From an optimization exercise on the open Yosys and OpenROAD flow, aimed at small area; shortcuts taken in it are not production practice. Where RTL was checked, it was by simulation tests only, not by an equivalence proof against the original. No driver is modelled on the clock port, so clocking that relies on it looks cheaper here than on a real chip. Power figures rest on the tool's default switching activity, not on a simulated workload.

==> module me221_add255, before the edit <==
module me221_add255 (
    input  wire [7:0] p,
    input  wire [7:0] q,
    output wire [7:0] r
);
    wire [7:0] t = p ^ q;
    wire [7:0] g = p & q;
    wire glo = g[3] | (t[3] & g[2]) | (t[3] & t[2] & g[1]) | (t[3] & t[2] & t[1] & g[0]);
    wire plo = &t[3:0];
    wire ghi = g[7] | (t[7] & g[6]) | (t[7] & t[6] & g[5]) | (t[7] & t[6] & t[5] & g[4]);
    wire phi = &t[7:4];
    wire cc  = ghi | (phi & (glo | plo));
    wire [8:0] c;
    assign c[0] = cc;
    assign c[1] = g[0] | (t[0] & c[0]);
    assign c[2] = g[1] | (t[1] & c[1]);
    assign c[3] = g[2] | (t[2] & c[2]);
    assign c[4] = glo | (plo & cc);
    assign c[5] = g[4] | (t[4] & c[4]);
    assign c[6] = g[5] | (t[5] & c[5]);
    assign c[7] = g[6] | (t[6] & c[6]);
    assign c[8] = 1'b0;
    assign r = t ^ c[7:0];
endmodule
Settings: LEC_CHECK=0, ABC_AREA=1, CAP_MARGIN=20, CORE_MARGIN=2, CORE_UTILIZATION=40, SLEW_MARGIN=20; clock period 8.0 ns.
run.sh (not shown) runs the stock make flow with config.mk's settings and CLKGATE_MAP_FILE= SYNTH_SCRIPT=/design/flow/synth_recipe.tcl, a recipe that flattens the netlist after the stock synthesis.
The starting point went through all stages and came out clean.
Edit:
--- a/flow/design.v
+++ b/flow/design.v
@@ -13,24 +13,19 @@
     input  wire [7:0] q,
     output wire [7:0] r
 );
-    wire [7:0] t = p ^ q;
-    wire [7:0] g = p & q;
-    wire glo = g[3] | (t[3] & g[2]) | (t[3] & t[2] & g[1]) | (t[3] & t[2] & t[1] & g[0]);
-    wire plo = &t[3:0];
-    wire ghi = g[7] | (t[7] & g[6]) | (t[7] & t[6] & g[5]) | (t[7] & t[6] & t[5] & g[4]);
-    wire phi = &t[7:4];
-    wire cc  = ghi | (phi & (glo | plo));
-    wire [8:0] c;
-    assign c[0] = cc;
-    assign c[1] = g[0] | (t[0] & c[0]);
-    assign c[2] = g[1] | (t[1] & c[1]);
-    assign c[3] = g[2] | (t[2] & c[2]);
-    assign c[4] = glo | (plo & cc);
-    assign c[5] = g[4] | (t[4] & c[4]);
-    assign c[6] = g[5] | (t[5] & c[5]);
-    assign c[7] = g[6] | (t[6] & c[6]);
-    assign c[8] = 1'b0;
-    assign r = t ^ c[7:0];
+    wire [8:0] k;    
+    wire [8:0] h;    
+    wire [7:0] s = p ^ q ^ k[7:0];
+    assign k[0] = 1'b0;
+    genvar i;
+    generate
+        for (i = 0; i < 8; i = i + 1) begin : g_add
+            assign k[i+1] = (p[i] & q[i]) | ((p[i] ^ q[i]) & k[i]);
+            assign h[i+1] = h[i] & s[i];
+        end
+    endgenerate
+    assign h[0] = k[8] | (&s);
+    assign r = s ^ h[7:0];
 endmodule
 module me221_cke (
     input  wire        clk,
Effect:
- The changed run finished but failed the layout checks on setup timing
- hold slack got worse by 0.020 ns
- global-route usage climbs by 1.1 points
- non-clock buffer count came out higher by 46
- die area decreases by 1.8%
- combinational power rose by about 10%
- core utilization rises by 1.4 points
- worst setup slack gets worse by 2.4 ns
- count of clock-buffer cells in the layout goes up by 2
- clock skew drops by 0.0046 ns
- total power stays flat


me221_fe, a different RTL version from the one above (not shown whole).
For scale: ~38 I/O pins, ~9700 um2 of cells after synthesis.
==> module me221_ckstep, before the edit <==
module me221_ckstep (
    input  wire [7:0] a,
    input  wire [7:0] b,
    input  wire [7:0] x,
    output wire [7:0] a_next,
    output wire [7:0] b_next
);
    me221_add255 u_a (.p(a), .q(x),      .r(a_next));
    me221_add255 u_b (.p(b), .q(a_next), .r(b_next));
endmodule
==> flow/config.mk <==
export PLATFORM = sky130hd
export DESIGN_NAME = me221_fe
export DESIGN_NICKNAME = me221_fe
export VERILOG_FILES = /design/flow/design.v
export SDC_FILE = /design/flow/constraint.sdc
export NUM_CORES = 4
export LEC_CHECK = 0
export ABC_AREA = 1
export CAP_MARGIN = 20
export CORE_MARGIN = 2
export CORE_UTILIZATION = 55
export GPL_TIMING_DRIVEN = 0
export SLEW_MARGIN = 20
==> flow/constraint.sdc <==
create_clock -name core_clock -period 8.0 [get_ports {clk}]
set_input_delay 1.6000 -clock core_clock [delete_from_list [all_inputs] [get_ports {clk}]]
set_output_delay 1.6000 -clock core_clock [all_outputs]
set_load 0.01 [all_outputs]
standard.sh (not shown) runs the stock make flow with config.mk's settings and CLKGATE_MAP_FILE= SYNTH_SCRIPT=/design/flow/synth_recipe.tcl, a recipe that flattens the netlist after the stock synthesis.
==> flow/flow/run.sh <==
#!/bin/bash
# Own layout flow: the standard ORFS flow (standard.sh), except for
#  - synthesis: the same script (synth_recipe.tcl), but ABC maps with the
#    area-oriented script flow/abc_area.script instead of ORFS's;
#  - clock tree: the clock_tree_synthesis options in flow/cts.args
#    (smaller buffers, no dummy loads);
#  - port buffers: buf_1 cells.
# Each tool's output goes to the ORFS logs under orfs/logs and to flow.log.
set -euo pipefail
here=$(pwd)
cat > my_synth.tcl <<EOF
proc abc {args} {
  set i [lsearch -exact \$args -script]
  if {\$i >= 0} { lset args [expr {\$i + 1}] $here/flow/abc_area.script }
  yosys abc {*}\$args
}
source $here/synth_recipe.tcl
EOF
CTS="$(tr '\n' ' ' < flow/cts.args)"
BUFP="-buffer_cell sky130_fd_sc_hd__buf_1"
sed -e "s#SYNTH_SCRIPT=[^ ]*#SYNTH_SCRIPT=$here/my_synth.tcl#" \
    -e "s#\"\${@:-finish}\"#CTS_ARGS=\"$CTS\" BUFFER_PORTS_ARGS=\"$BUFP\" \"\${@:-finish}\"#" \
    standard.sh > my_standard.sh
bash my_standard.sh > flow.log 2>&1
==> flow/flow/abc_area.script <==
strash
ifraig
scorr
dc2
strash
&get -n
&deepsyn -T 60
&dch -f
&nf -R 1000 -E 100 -p
&put
==> flow/flow/cts.args <==
-sink_clustering_enable -repair_clock_nets -dont_use_dummy_load -buf_list sky130_fd_sc_hd__clkbuf_8 -sink_clustering_size 24 -sink_clustering_max_diameter 100
The starting point completed with no timing, DRC or antenna violations.
==> next run, changes <==
--- a/flow/design.v
+++ b/flow/design.v
@@ -4,10 +4,12 @@
     input  wire [7:0] x,
     output wire [7:0] a_next,
     output wire [7:0] b_next
 );
-    me221_add255 u_a (.p(a), .q(x),      .r(a_next));
-    me221_add255 u_b (.p(b), .q(a_next), .r(b_next));
+    wire [7:0] cs = a ^ b ^ x;
+    wire [7:0] cc = (a & b) | (a & x) | (b & x);
+    me221_add255 u_a (.p(a),  .q(x),              .r(a_next));
+    me221_add255 u_b (.p(cs), .q({cc[6:0], cc[7]}), .r(b_next));
 endmodule
 module me221_add255 (
     input  wire [7:0] p,
     input  wire [7:0] q,
Die area climbs by 1.8%.
Power went down by 0.61%.
Clock skew goes up by 0.018 ns.
Core utilization drops by 2.7 points.
Via count came out lower by 2.7%.
Non-clock buffer count went down by 14.
Routed wire length went down by 2.3%.
Sequential share of layout area rose by 0.55 points.
Only the layout flow was run in the first run of this note; the RTL was not checked for function there.

## re-timing with driven ports
How much do the figures lean on ideal ports? The routed layouts below were timed once more, with nothing changed but the port constraints.
Step 1 assumes that a clkbuf_16 drives the clock port and a buf_2 every other input.
Step 2 moves the port delays by t, midway between the first and last clock arrival at a register: inputs arrive t later, outputs are due t later. That takes back most of the time a late clock gives input paths.
a / b / c = ideal ports / drivers / drivers and shift; a / b = the first two.
run	t (ns)	setup slack, ns	clock arrival spread, ns	pins driven straight from the clock port
the first run of note 1	0.494	0.393 / 0.421 / -0.073	0.021 / 0.021	1
the second run of note 1	0.493	-2.008 / -1.990 / -2.484	0.017 / 0.017	1
the first run of note 2	0.497	0.208 / 0.228 / -0.269	0.028 / 0.028	1
the second run of note 2	0.507	0.872 / 0.890 / 0.383	0.046 / 0.046	1
With both steps, setup timing fails in the first run of note 1 and the first run of note 2, where it was met with ideal ports. The setup slack of the second run of note 2, which loses most, moves by +0.018 ns with the drivers and by -0.489 ns with both steps.
